What follows belongs to an exercise in optimizing a design on an open flow for small area and few clock cycles; a production flow would make more cautious choices.
The RTL was checked by simulation tests, not by an equivalence proof against the original design.
Power figures rest on the tool's default switching activity, not on a simulated workload.

==> flow/run.sh <==
#!/bin/bash
# synth_recipe.tcl (not shown) runs the flow's synth.tcl, then flattens the netlist and writes it again
# the make line also repeats each setting of config.mk as NAME=value (left out here)
make -C /OpenROAD-flow-scripts/flow DESIGN_CONFIG=/design/flow/config.mk WORK_HOME=/design/flow/orfs CLKGATE_MAP_FILE= SYNTH_SCRIPT=/design/flow/synth_recipe.tcl finish
==> flow/config.mk <==
export PLATFORM = sky130hd
export DESIGN_NAME = macphy_codec
export DESIGN_NICKNAME = macphy_codec
export VERILOG_FILES = /design/flow/design.v
export SDC_FILE = /design/flow/constraint.sdc
export NUM_CORES = 4
export LEC_CHECK = 0
export CAP_MARGIN = 20
export CORE_MARGIN = 2
export CORE_UTILIZATION = 40
export SLEW_MARGIN = 20
==> flow/constraint.sdc <==
create_clock -name core_clock -period 7.0 [get_ports {clk}]
set_input_delay 1.4000 -clock core_clock [delete_from_list [all_inputs] [get_ports {clk}]]
set_output_delay 1.4000 -clock core_clock [all_outputs]
set_load 0.01 [all_outputs]
==> flow/design.v <==
module crc8_byte (
    input  wire [7:0] crc_in,
    input  wire [7:0] data,
    input  wire [7:0] poly,
    output reg  [7:0] crc_out
);
    integer k;
    reg [7:0] x;
    always @* begin
        x = crc_in ^ data;
        for (k = 0; k < 8; k = k + 1)
            x = x[7] ? ({x[6:0], 1'b0} ^ poly) : {x[6:0], 1'b0};
        crc_out = x;
    end
endmodule
module macphy_codec (
    input  wire        clk,
    input  wire        rst,
    input  wire        req_valid,
    output wire        req_ready,
    input  wire [7:0]  req_op,
    input  wire [31:0] req_a,
    input  wire [31:0] req_b,
    input  wire [31:0] req_c,
    input  wire        req_null,
    input  wire        din_valid,
    output wire        din_ready,
    input  wire [7:0]  din_data,
    output wire        dout_valid,
    input  wire        dout_ready,
    output wire [7:0]  dout_data,
    output wire        bus_valid,
    input  wire        bus_ready,
    output wire [7:0]  bus_tx,
    output wire        bus_last,
    input  wire [7:0]  bus_rx,
    input  wire        bus_err,
    input  wire [7:0]  bus_err_code,
    output wire        rsp_valid,
    input  wire        rsp_ready,
    output wire [7:0]  rsp_status,
    output wire [7:0]  rsp_info,
    output wire [31:0] rsp_data,
    output wire [31:0] rsp_aux,
    output wire        rsp_flag,
    output wire        fault,
    output wire [1:0]  fault_code
);
    localparam [7:0] OP_INIT   = 8'h01, OP_DEINIT = 8'h02,
                     OP_CRC8   = 8'h10, OP_CRCCHK = 8'h11,
                     OP_REGWR  = 8'h20, OP_REGRD  = 8'h21,
                     OP_REGUPD = 8'h22, OP_WFDEC  = 8'h23,
                     OP_C22RD  = 8'h30, OP_C22WR  = 8'h31,
                     OP_C45RD  = 8'h32, OP_C45WR  = 8'h33,
                     OP_FIFOTX = 8'h40, OP_FIFORX = 8'h41;
    localparam [2:0] ST_OK = 3'd0, ST_WBLOCK = 3'd1, ST_INVARG = 3'd2,
                     ST_BUSERR = 3'd3, ST_TIMEOUT = 3'd4, ST_INVOP = 3'd5;
    localparam [7:0] INFO_NO_SPACE = 8'd1, INFO_FIFO_ERR = 8'd2;
    localparam [7:0] INFO_PORT = 8'd1, INFO_NULL = 8'd2, INFO_LEN = 8'd3,
                     INFO_TOO_LONG = 8'd4, INFO_CAPACITY = 8'd5, INFO_VARIANT = 8'd6;
    localparam [1:0] F_UNINIT = 2'd1, F_REINIT = 2'd2, F_RX_SHORT = 2'd3;
    localparam [3:0] C_REGWR = 4'd0, C_REGRD = 4'd1, C_REGUPD = 4'd2, C_WFDEC = 4'd3,
                     C_C22RD = 4'd4, C_C22WR = 4'd5, C_C45RD = 4'd6, C_C45WR = 4'd7,
                     C_FTX   = 4'd8, C_FRX   = 4'd9, C_CRC8  = 4'd10, C_CRCCHK = 4'd11;
    localparam [1:0] K_R = 2'd0, K_W = 2'd1, K_TX = 2'd2, K_RX = 2'd3;
    localparam [1:0] S_IDLE = 2'd0, S_DATA = 2'd1, S_XFER = 2'd2, S_RSP = 2'd3;
    localparam [1:0] D_ZERO = 2'd0, D_P16 = 2'd1, D_P32 = 2'd2, D_C8 = 2'd3;
    reg [1:0]  st;
    reg [1:0]  fcode;            
    reg        cfg_valid;
    reg [7:0]  cfg_poly;
    reg        cfg_crc_en;
    reg        cfg_two;          
    reg [3:0]  cls;
    reg [2:0]  step;
    reg [1:0]  polls;            
    reg [1:0]  xk;               
    reg [3:0]  j;                
    reg [31:0] p;
    reg [31:0] q;
    reg [15:0] n;
    reg [7:0]  c;                
    reg        dout_full;
    reg [2:0]  r_st;
    reg [7:0]  r_info;
    reg [1:0]  r_dsel;
    reg        r_aux;
    reg        r_flag;
    wire busy_fault = (fcode != 2'd0);
    wire [3:0] hlen = cfg_crc_en ? 4'd3 : 4'd2;
    wire is_reg  = (cls == C_REGWR) || (cls == C_REGRD) || (cls == C_REGUPD);
    wire is_mdio = (cls[3:2] == 2'b01);
    wire is_ftx  = (cls == C_FTX);
    wire x_wr    = (xk == K_W) || (xk == K_TX);
    reg [12:0] x_addr;
    always @* begin
        if (is_reg)
            x_addr = n[12:0];
        else if (is_mdio)
            x_addr = {12'h010, step[1]};
        else if (is_ftx)
            case (step)
            3'd0:    x_addr = 13'h032;
            3'd1:    x_addr = 13'h030;
            3'd2:    x_addr = 13'h031;
            3'd3:    x_addr = 13'h008;
            default: x_addr = 13'h036;
            endcase
        else  
            x_addr = {5'h0, 1'b1, q[31], q[31] ? 2'b00 : 2'b01, 3'b000, step[0]};
    end
    wire in_din  = (xk == K_TX) && (j >= 4'd5 || (j == 4'd4 && !cfg_crc_en)) && (n != 16'd0);
    wire in_dout = (xk == K_RX) && (j >= 4'd3 + hlen) && (n != 16'd0);
    reg [7:0] tx_b;
    always @* begin
        tx_b = 8'h00;
        if (j == 4'd0)
            tx_b = {2'b10, x_wr, x_addr[12:8]};
        else if (j == 4'd1)
            tx_b = x_addr[7:0];
        else if (xk == K_W)
            tx_b = (j == 4'd6) ? c : p[31:24];
        else if (xk == K_TX) begin
            if (j == 4'd3)
                tx_b = {7'h0, q[31]};
            else if (j == 4'd4 && cfg_crc_en)
                tx_b = c;
            else if (in_din)
                tx_b = din_data;
        end
    end
    wire [10:0] q_rem = q[10:0];
    wire x_last = (xk == K_W) ? (j == (cfg_crc_en ? 4'd6 : 4'd5)) :
                  (xk == K_R) ? (j == 4'd6) : (q_rem == 11'd0);
    assign req_ready  = (st == S_IDLE) && !busy_fault;
    assign din_ready  = !busy_fault && (((st == S_DATA) && (n != 16'd0)) ||
                        ((st == S_XFER) && in_din && bus_ready));
    assign bus_valid  = !busy_fault && (st == S_XFER) && (!in_din || din_valid) &&
                        (!in_dout || !dout_full || dout_ready);
    assign bus_tx     = tx_b;
    assign bus_last   = x_last;
    assign dout_valid = dout_full;
    assign dout_data  = c;
    assign rsp_valid  = !busy_fault && (st == S_RSP) && !dout_full;
    assign rsp_status = {5'h0, r_st};
    assign rsp_info   = r_info;
    assign rsp_data   = (r_dsel == D_P32) ? p :
                        (r_dsel == D_P16) ? {16'h0, p[15:0]} :
                        (r_dsel == D_C8)  ? {24'h0, c} : 32'h0;
    assign rsp_aux    = r_aux ? {q[15] & q[13], q[13], q[15], q[12:0], 1'b0, q[14], 14'h0} : 32'h0;
    assign rsp_flag   = r_flag;
    assign fault      = busy_fault;
    assign fault_code = fcode;
    wire [7:0] crc_nx;
    crc8_byte u_crc (.crc_in(c), .data((st == S_DATA) ? din_data : tx_b), .poly(cfg_poly),
                     .crc_out(crc_nx));
    wire bus_hs = bus_valid && bus_ready;
    wire din_hs = din_valid && din_ready;
    wire       upd_rd  = (cls == C_REGUPD) && (step == 3'd0);
    wire [7:0] rx_in   = upd_rd ? ((bus_rx & ~p[31:24]) | q[31:24]) : bus_rx;
    wire [31:0] p_sh   = {p[23:0], rx_in};
    wire        port_ok = (req_a[7:1] == 7'h0) && (!req_a[0] || cfg_two);
    wire        lens_ok = (req_b[23:0] == 24'h02_06_06);
    wire [10:0] tx_pl   = (req_c[15:0] < 16'd46) ? 11'd46 : req_c[10:0];
    wire [10:0] tx_fl   = {7'h0, hlen} + 11'd14 + tx_pl;
    wire        tx_long = req_c[15:0] > (cfg_crc_en ? 16'd1515 : 16'd1516);
    wire [10:0] fl       = q[10:0];
    wire        no_space = (p_sh[31:11] == 21'h0) && ({p_sh[10:0], 1'b0} < {1'b0, fl} + 12'd4);
    wire [10:0] tx_al1   = {((fl[10:2] + {8'h0, fl[1:0] != 2'b00})), 2'b01};    
    wire [31:0] fs       = p_sh;
    wire        fs_big   = (fs[31:11] != 21'h0);
    wire        fs_lt4   = !fs_big && (fs[10:0] < {7'h0, hlen} + 11'd4);
    wire        fs_lt14  = !fs_big && (fs[10:0] < {7'h0, hlen} + 11'd14);
    wire        fs_long  = fs_big || (fs[10:0] > 11'd1532);
    wire [10:0] rx_n     = fs[10:0] - {7'h0, hlen} - 11'd14;
    wire        cap_bad  = !q[11] && (rx_n > q[10:0]);
    wire [31:0] cw_c22   = req_op[0]
                         ? {4'b0001, 2'b01, req_a[4:0], req_b[4:0], req_c[15:0]}
                         : {4'b0001, 2'b10, req_a[4:0], req_b[4:0], 16'h0000};
    wire [31:0] cw_c45_1 = {4'b0000, 2'b00, req_a[4:0], req_b[4:0], req_c[15:0]};
    wire [31:0] cw_c45_2 = req_op[0]
                         ? {4'b0000, 2'b01, req_a[4:0], req_b[4:0], req_c[31:16]}
                         : {4'b0000, 2'b11, req_a[4:0], req_b[4:0], 16'h0000};
    task respond;
        input [2:0] status;
        input [7:0] info;
        input [1:0] dsel;
        input       aux;
        input       flag;
        begin
            r_st   <= status;
            r_info <= info;
            r_dsel <= dsel;
            r_aux  <= aux;
            r_flag <= flag;
            st     <= S_RSP;
        end
    endtask
    task start_x;
        input [1:0] kind;
        begin
            xk <= kind;
            j  <= 4'd0;
            c  <= 8'h00;
            st <= S_XFER;
        end
    endtask
    wire [7:0] c_fin  = din_hs ? crc_nx : c;
    wire       wf_ok  = (j == (cfg_crc_en ? 4'd6 : 4'd5));       
    always @(posedge clk) begin
        if (rst) begin
            st        <= S_IDLE;
            cfg_valid <= 1'b0;
            fcode     <= 2'd0;
            dout_full <= 1'b0;
        end else begin
            if (dout_full && dout_ready)
                dout_full <= 1'b0;
            if (!busy_fault)
            case (st)
            S_IDLE: if (req_valid) begin
                step  <= 3'd0;
                polls <= 2'd0;
                j     <= 4'd0;
                n     <= req_a[15:0];
                c     <= 8'h00;
                if (!cfg_valid && req_op != OP_INIT)
                    fcode <= F_UNINIT;
                else if (cfg_valid && req_op == OP_INIT)
                    fcode <= F_REINIT;
                else begin
                    case (req_op)
                    OP_INIT:
                        if (req_c[7:0] != 8'd1 && req_c[7:0] != 8'd2)
                            respond(ST_INVARG, INFO_VARIANT, D_ZERO, 1'b0, 1'b0);
                        else begin
                            cfg_poly   <= req_a[7:0];
                            cfg_crc_en <= req_b[0];
                            cfg_two    <= req_c[1];
                            cfg_valid  <= 1'b1;
                            respond(ST_OK, 8'h00, D_ZERO, 1'b0, 1'b0);
                        end
                    OP_DEINIT: begin
                        cfg_valid <= 1'b0;
                        respond(ST_OK, 8'h00, D_ZERO, 1'b0, 1'b0);
                    end
                    OP_CRC8, OP_CRCCHK, OP_WFDEC: begin
                        cls <= (req_op == OP_WFDEC) ? C_WFDEC : req_op[0] ? C_CRCCHK : C_CRC8;
                        q   <= {24'h0, req_c[7:0]};
                        c   <= (req_op != OP_WFDEC && req_b[8]) ? req_b[7:0] : 8'h00;
                        if (req_null)
                            respond(ST_INVARG, INFO_NULL, D_ZERO, 1'b0, 1'b0);
                        else
                            st <= S_DATA;
                    end
                    OP_REGWR: begin
                        cls <= C_REGWR;
                        p   <= req_b;
                        start_x(K_W);
                    end
                    OP_REGRD: begin
                        cls <= C_REGRD;
                        start_x(K_R);
                    end
                    OP_REGUPD: begin
                        cls <= C_REGUPD;
                        p   <= req_b;
                        q   <= req_c & req_b;
                        start_x(K_R);
                    end
                    OP_C22RD, OP_C22WR: begin
                        cls <= req_op[0] ? C_C22WR : C_C22RD;
                        p   <= cw_c22;
                        start_x(K_W);
                    end
                    OP_C45RD, OP_C45WR: begin
                        cls <= req_op[0] ? C_C45WR : C_C45RD;
                        p   <= cw_c45_1;
                        q   <= cw_c45_2;
                        start_x(K_W);
                    end
                    OP_FIFOTX: begin
                        cls <= C_FTX;
                        q   <= {req_a[0], 9'h0, req_c[10:0], tx_fl};
                        if (!port_ok)
                            respond(ST_INVARG, INFO_PORT, D_ZERO, 1'b0, 1'b0);
                        else if (req_null)
                            respond(ST_INVARG, INFO_NULL, D_ZERO, 1'b0, 1'b0);
                        else if (!lens_ok)
                            respond(ST_INVARG, INFO_LEN, D_ZERO, 1'b0, 1'b0);
                        else if (tx_long)
                            respond(ST_INVARG, INFO_TOO_LONG, D_ZERO, 1'b0, 1'b0);
                        else
                            start_x(K_R);
                    end
                    OP_FIFORX: begin
                        cls <= C_FRX;
                        q   <= {req_a[0], 19'h0, req_b[31:11] != 21'h0, req_b[10:0]};
                        if (!port_ok)
                            respond(ST_INVARG, INFO_PORT, D_ZERO, 1'b0, 1'b0);
                        else if (req_null)
                            respond(ST_INVARG, INFO_NULL, D_ZERO, 1'b0, 1'b0);
                        else
                            start_x(K_R);
                    end
                    default:
                        respond(ST_INVOP, req_op, D_ZERO, 1'b0, 1'b0);
                    endcase
                end
            end
            S_DATA: begin
                if (n == 16'd0 || (din_hs && n == 16'd1)) begin
                    if (cls == C_WFDEC) begin
                        if (din_hs && wf_ok)
                            respond(ST_OK, 8'h00, D_P32, 1'b1,
                                    !cfg_crc_en || (din_data == c));
                        else
                            respond(ST_INVARG, INFO_LEN, D_ZERO, 1'b0, 1'b0);
                    end else
                        respond(ST_OK, 8'h00, D_C8, 1'b0,
                                (cls == C_CRCCHK) && (c_fin == q[7:0]));
                end
                if (din_hs) begin
                    n <= n - 16'd1;
                    if (j != 4'd8)
                        j <= j + 4'd1;
                    if (cls != C_WFDEC || j < 4'd6) begin
                        c <= crc_nx;
                        if (cls == C_WFDEC) begin
                            p <= {p[23:0], din_data};
                            q <= {q[23:0], p[31:24]};
                        end
                    end
                end
            end
            S_XFER:
                if (bus_hs) begin
                    if (j != 4'd8)
                        j <= j + 4'd1;
                    if (xk == K_RX) begin
                        if (in_dout) begin
                            dout_full <= 1'b1;
                            c         <= bus_rx;
                            n         <= n - 16'd1;
                        end
                    end else
                        c <= crc_nx;
                    if (in_din)
                        n <= n - 16'd1;
                    if (xk[1])
                        q[10:0] <= q_rem - 11'd1;
                    if ((xk == K_W && j >= 4'd2) || (xk == K_R && j >= 4'd3))
                        p <= p_sh;
                    if (upd_rd && j >= 4'd3)
                        q <= {q[23:0], 8'h00};
                    if (x_last) begin
                        if (bus_err)
                            respond(ST_BUSERR, bus_err_code, D_ZERO, 1'b0, 1'b0);
                        else case (cls)
                        C_REGWR:
                            respond(ST_OK, 8'h00, D_ZERO, 1'b0, 1'b0);
                        C_REGRD:
                            respond(ST_OK, 8'h00, D_P32, 1'b0, 1'b0);
                        C_REGUPD:
                            if (step == 3'd0) begin
                                step <= 3'd1;
                                start_x(K_W);
                            end else
                                respond(ST_OK, 8'h00, D_ZERO, 1'b0, 1'b0);
                        C_FTX:
                            case (step)
                            3'd0:  
                                if (no_space)
                                    respond(ST_WBLOCK, INFO_NO_SPACE, D_ZERO, 1'b0, 1'b0);
                                else begin
                                    step <= 3'd1;
                                    p    <= {21'h0, fl};
                                    start_x(K_W);
                                end
                            3'd1: begin  
                                step    <= 3'd2;
                                n       <= {5'h0, q[21:11]} + 16'd14;
                                q[10:0] <= tx_al1;
                                start_x(K_TX);
                            end
                            3'd2: begin  
                                step <= 3'd3;
                                start_x(K_R);
                            end
                            3'd3:  
                                if (bus_rx[1]) begin
                                    step <= 3'd4;
                                    p    <= 32'h0000_0002;
                                    start_x(K_W);
                                end else
                                    respond(ST_OK, 8'h00, D_ZERO, 1'b0, 1'b0);
                            3'd4: begin
                                step <= 3'd5;
                                p    <= 32'h0000_0000;
                                start_x(K_W);
                            end
                            default:
                                respond(ST_WBLOCK, INFO_FIFO_ERR, D_ZERO, 1'b0, 1'b0);
                            endcase
                        C_FRX:
                            if (step == 3'd0) begin
                                if (fs_lt4)
                                    respond(ST_OK, 8'h00, D_ZERO, 1'b0, 1'b0);
                                else if (fs_lt14)
                                    fcode <= F_RX_SHORT;
                                else if (fs_long)
                                    respond(ST_INVARG, INFO_TOO_LONG, D_ZERO, 1'b0, 1'b0);
                                else if (cap_bad)
                                    respond(ST_INVARG, INFO_CAPACITY, D_ZERO, 1'b0, 1'b0);
                                else begin
                                    step    <= 3'd1;
                                    p       <= {21'h0, rx_n};
                                    n       <= {5'h0, fs[10:0]} - {12'h0, hlen};
                                    q[10:0] <= {fs[10:2] + {8'h0, fs[1:0] != 2'b00}, 2'b10};
                                    start_x(K_RX);
                                end
                            end else
                                respond(ST_OK, 8'h00, D_P32, 1'b0, 1'b1);
                        default:  
                            if (xk == K_W) begin
                                polls <= 2'd0;
                                start_x(K_R);
                            end else if (p[23]) begin
                                if (cls[1] && !step[1]) begin
                                    step[1] <= 1'b1;
                                    p       <= q;
                                    start_x(K_W);
                                end else
                                    respond(ST_OK, 8'h00, cls[0] ? D_ZERO : D_P16, 1'b0, 1'b0);
                            end else if (polls == 2'd3)
                                respond(ST_TIMEOUT, {7'h0, step[1]}, D_ZERO, 1'b0, 1'b0);
                            else begin
                                polls <= polls + 2'd1;
                                start_x(K_R);
                            end
                        endcase
                    end
                end
            S_RSP:
                if (rsp_valid && rsp_ready)
                    st <= S_IDLE;
            endcase
        end
    end
endmodule
==> run summary <==
[worst max-delay path, cell delays in order]
cell and delay [ps]:
clkdlybuf4s50_1 580, a22oi_1 160, ha_1 250, inv_1 100, ha_1 190, inv_1 70
fa_1 530, inv_1 60, ha_1 290, o21a_1 120, o21a_1 170, o21a_1 170
o21a_1 160, o21a_1 160, o21a_1 160, o21a_1 160, o21a_1 150, o21ai_0 140
a21oi_1 150, buf_4 180, o41ai_1 370, a21oi_1 150, nor3_2 250, buf_12 220
o22ai_1 110, a221oi_1 280, a31oi_1 120
[power groups by stage]
stage	clock, mW	sequential, mW	combinational (mW)
6_report	1.01	0.904	0.823
5_1_grt	1.03	0.905	0.872
4_1_cts	1.01	0.903	0.799
3_5_place_dp	0	0.921	0.794
3_3_place_gp	0	0.921	0.784
2_1_floorplan	0	0.912	0.475
[worst max-delay path by stage]
stage | start | to | slack, ps | cells after the start
after floorplan | cls[2]$_DFFE_PP_ | r_aux$_DFFE_PP_ | 380 | 26
after global placement | din_data[6] | r_flag$_DFFE_PP_ | -240 | 20
after detailed placement | din_data[6] | r_flag$_DFFE_PP_ | -340 | 20
after CTS | n[1]$_DFFE_PP_ | r_flag$_DFFE_PP_ | 100 | 22
after global routing | bus_rx[0] | n[10]$_DFFE_PP_ | 60 | 28
final | bus_rx[0] | p[23]$_DFFE_PP_ | 300 | 27
[area by class of cell]
class / instances / area (sq um)
fillers: 4259 / 21300
multi-input cells: 1879 / 12600
flip-flops and latches: 134 / 3960
repair buffers: 413 / 3650
well taps: 585 / 732
clock buffers: 17 / 425
inverters: 71 / 267
clock inverters: 15 / 190
diodes: 7 / 17.5
[layer usage]
layer / share of wire [%] / track usage (%) / up-vias / wire (microns)
met5: 0.037 / 0 / - / 36
met4: 7.0 / 27.4 / 6 / 6830
met3: 11 / 9.55 / 311 / 10900
met2: 43 / 64.1 / 1553 / 41900
met1: 39 / 55.5 / 10000 / 38400
li1: - / - / 9010 / -
[sequential cells by signal, indices dropped and copies added (netlist names), 2 cells and up]
signal    flops
p            32
q            32
n            16
c             8
cfg_poly      8
r_info        8
cls           4
j             4
r_st          3
step          3
fcode         2
polls         2
r_dsel        2
st            2
xk            2
[placed cells by master, fill, tap and decap left out, drive strengths merged, types with 29 or more instances in the layout]
cell and n:
buf 207, nand2 245, inv 73, xor2 38, edfxtp 128, nand3 66, a211oi 37, a22oi 40
a21oi 156, a31oi 49, clkdlybuf4s50 206, nor2 196, and2 61, ha 69, nor4 29, mux2i 51
nor3 48, o22ai 45, o21ai 136, xnor2 105
[logic make-up (layout without fill, tap and decap cells)]
kind of cell,after synthesis,after routing,share of synthesized area [%]
AO/OA/AOI/OAI,735,735,29.1
XOR/XNOR,152,152,8.56
adder cells (fa/ha/maj),70,70,5.04
buffers and inverters,279,516,6.79
flip-flops,134,134,22.6
multiplexers,71,71,4.34
other,1,27,0.0214
AND/OR/NAND/NOR,831,831,23.5
[per-stage QoR]
step / total power [mW] / hold WS (ps)
after CTS: 2.71 / 477
final: 2.74 / 476
after floorplan: 1.39 / 482
after global placement: 1.70 / 452
after global routing: 2.81 / 506
after detailed placement: 1.71 / 467
[repair_timing]
action	4_1_cts	5_1_grt
endpoints found under the hold margin	0	0
resized for setup	0	12
endpoints found under the setup margin	0	2
==> flow_summary.json <==
{
  "syn_to_final_growth_pct": 24.7,
  "antenna_found_initial": 9,
  "routed_wl_microns": 98000,
  "overflow": 0,
  "dieArea_sq_um": 45500,
  "dr.pass1.iters": 8,
  "dpl.cell_count": 3082,
  "fin_ws_ps": 298,
  "reg2reg_depth": 21,
  "portBuffers": 206,
  "die_h_microns": 213,
  "drv_slew": 0,
  "die_w_microns": 213,
  "clock_skew_ps": 13.3,
  "cts_hold_buf": 0,
  "worstSetupStartpointType": "input port",
  "grt_use_total_pct": 42.8,
  "synth-seq-cells": 134,
  "status": "timing/DRC/antenna clean",
  "clock_latency_ps": 480,
  "leakagePower_nw": 8.05,
  "num_vias": 20900,
  "syn_area_sq_um": 17500,
  "synthTopCellsByCount": "nand2_1, nor2_1, clkbuf_1",
  "dp_hpwl_microns": 76800,
  "cp_data_required_time_ps": 7180,
  "yosysUniqueCellTypes": 112,
  "globalplace.congestion": 1.04,
  "drt_iter0_markers": 3215,
  "final_area_sq_um": 21800,
  "hold_start": "fcode[0]$_SDFFE_PP0P_",
  "io_pins": 243,
  "ant_nets": 0,
  "p_switching_mw": 0.909,
  "p_int_mw": 1.83,
  "path_clk_slew_ps": 70,
  "rsz0062_at_grt": "false",
  "cp.arrival_ps": 6880,
  "yosysTopAreaCellShare_pct": 21.9,
  "worstMarginPinSlew_ps": 1220,
  "seq_area_frac_synth_pct": 22.6,
  "fin_util_pct": 50.6,
  "first_global_vias": 19300,
  "cap_violations": 0,
  "worstSetupPathType": "input port to flop",
  "synthArstFlopShare_pct": 0,
  "vdd_drop_max_mv": 0.181,
  "power_frac_clock_pct": 36.8,
  "syn_inst": 2273,
  "grt_pass1_wl_microns": 138000,
  "hold_class": "flop to flop",
  "seqPwrFrac_pct": 33.1,
  "cts_buffers": 17,
  "whs_endpoint": "fcode[0]$_SDFFE_PP0P_",
  "cts_tree": "built",
  "setup_tns_ps": 0,
  "max_slew_margin_pct": 17.9,
  "cts_setup_buffers": 0,
  "routed_via_density": 6.69,
  "core_sq_um": 43200,
  "place_area_sq_um": 21100,
  "synth_ff_type": "edfxtp_1",
  "cts.htree.levels": 4,
  "worstPathMaxFanout": 24,
  "combinationalPowerShare_pct": 30.1,
  "stdcell_count": 3121,
  "crit_path_end_kind": "flop",
  "cts_num_sinks": 134,
  "yosysMostFrequentCell": "nand2_1",
  "start_util_pct": 40.6,
  "wl_per_cell_microns": 31.4,
  "max_freq_ghz": 0.149,
  "setup_viol": 0,
  "drive_above_1_share_pct": 13.3,
  "clk_path_buf_depth": 2,
  "swShare_pct": 33.2,
  "grt_max_degree": 63,
  "synth_edf_count": 128,
  "drc": 0,
  "row_count": 76,
  "finalCriticalPeriod_ps": 6700,
  "p_per_area_nw_per_um2": 125,
  "nets": 2723,
  "rrSetupSlack_ps": 400,
  "synth_area_leader_cell": "edfxtp_1",
  "dp_slack_ps": -343,
  "worst_r2r_endpoint": "r_flag$_DFFE_PP_",
  "whs_path_depth": 2,
  "r2r_start": "n[1]$_DFFE_PP_",
  "hold_viol_final": 0,
  "avgSynthCellArea_sq_um": 7.71,
  "yosysWarnings": 2,
  "post-route-period-util_pct": 95.7,
  "clockRootBuffer": "clkbuf_16",
  "synthTopCellsByArea": "edfxtp_1, nand2_1, xnor2_1"
}
Testbench counts, summed over its fixed seeds: cycles 118,527.

==> what the ideal ports hide <==
The flow's constraints put no driver on any port. The routed layout listed below was extracted and timed again, unchanged, in two steps.
Step 1 assumes that a clkbuf_16 drives the clock port and a buf_2 every other input.
Step 2 times the ports against the registers' clock, not the clock port: input delays grow and output delays shrink by t, the midpoint of the rising clock arrivals with the driver on.
Three values: ideal, step 1, step 2; two values: the first two.
t, ns: 0.531
slack for setup (ns): 0.298 / 0.324 / -0.207
worst setup path at the end: input to register
clock arrival spread, ns: 0.014 / 0.014
cell pins on the clock port's net: 1
Met with ideal ports but missed after step 2: setup timing in this run. For this run, drivers alone change the setup slack by +0.026 ns; drivers and shift together by -0.505 ns.
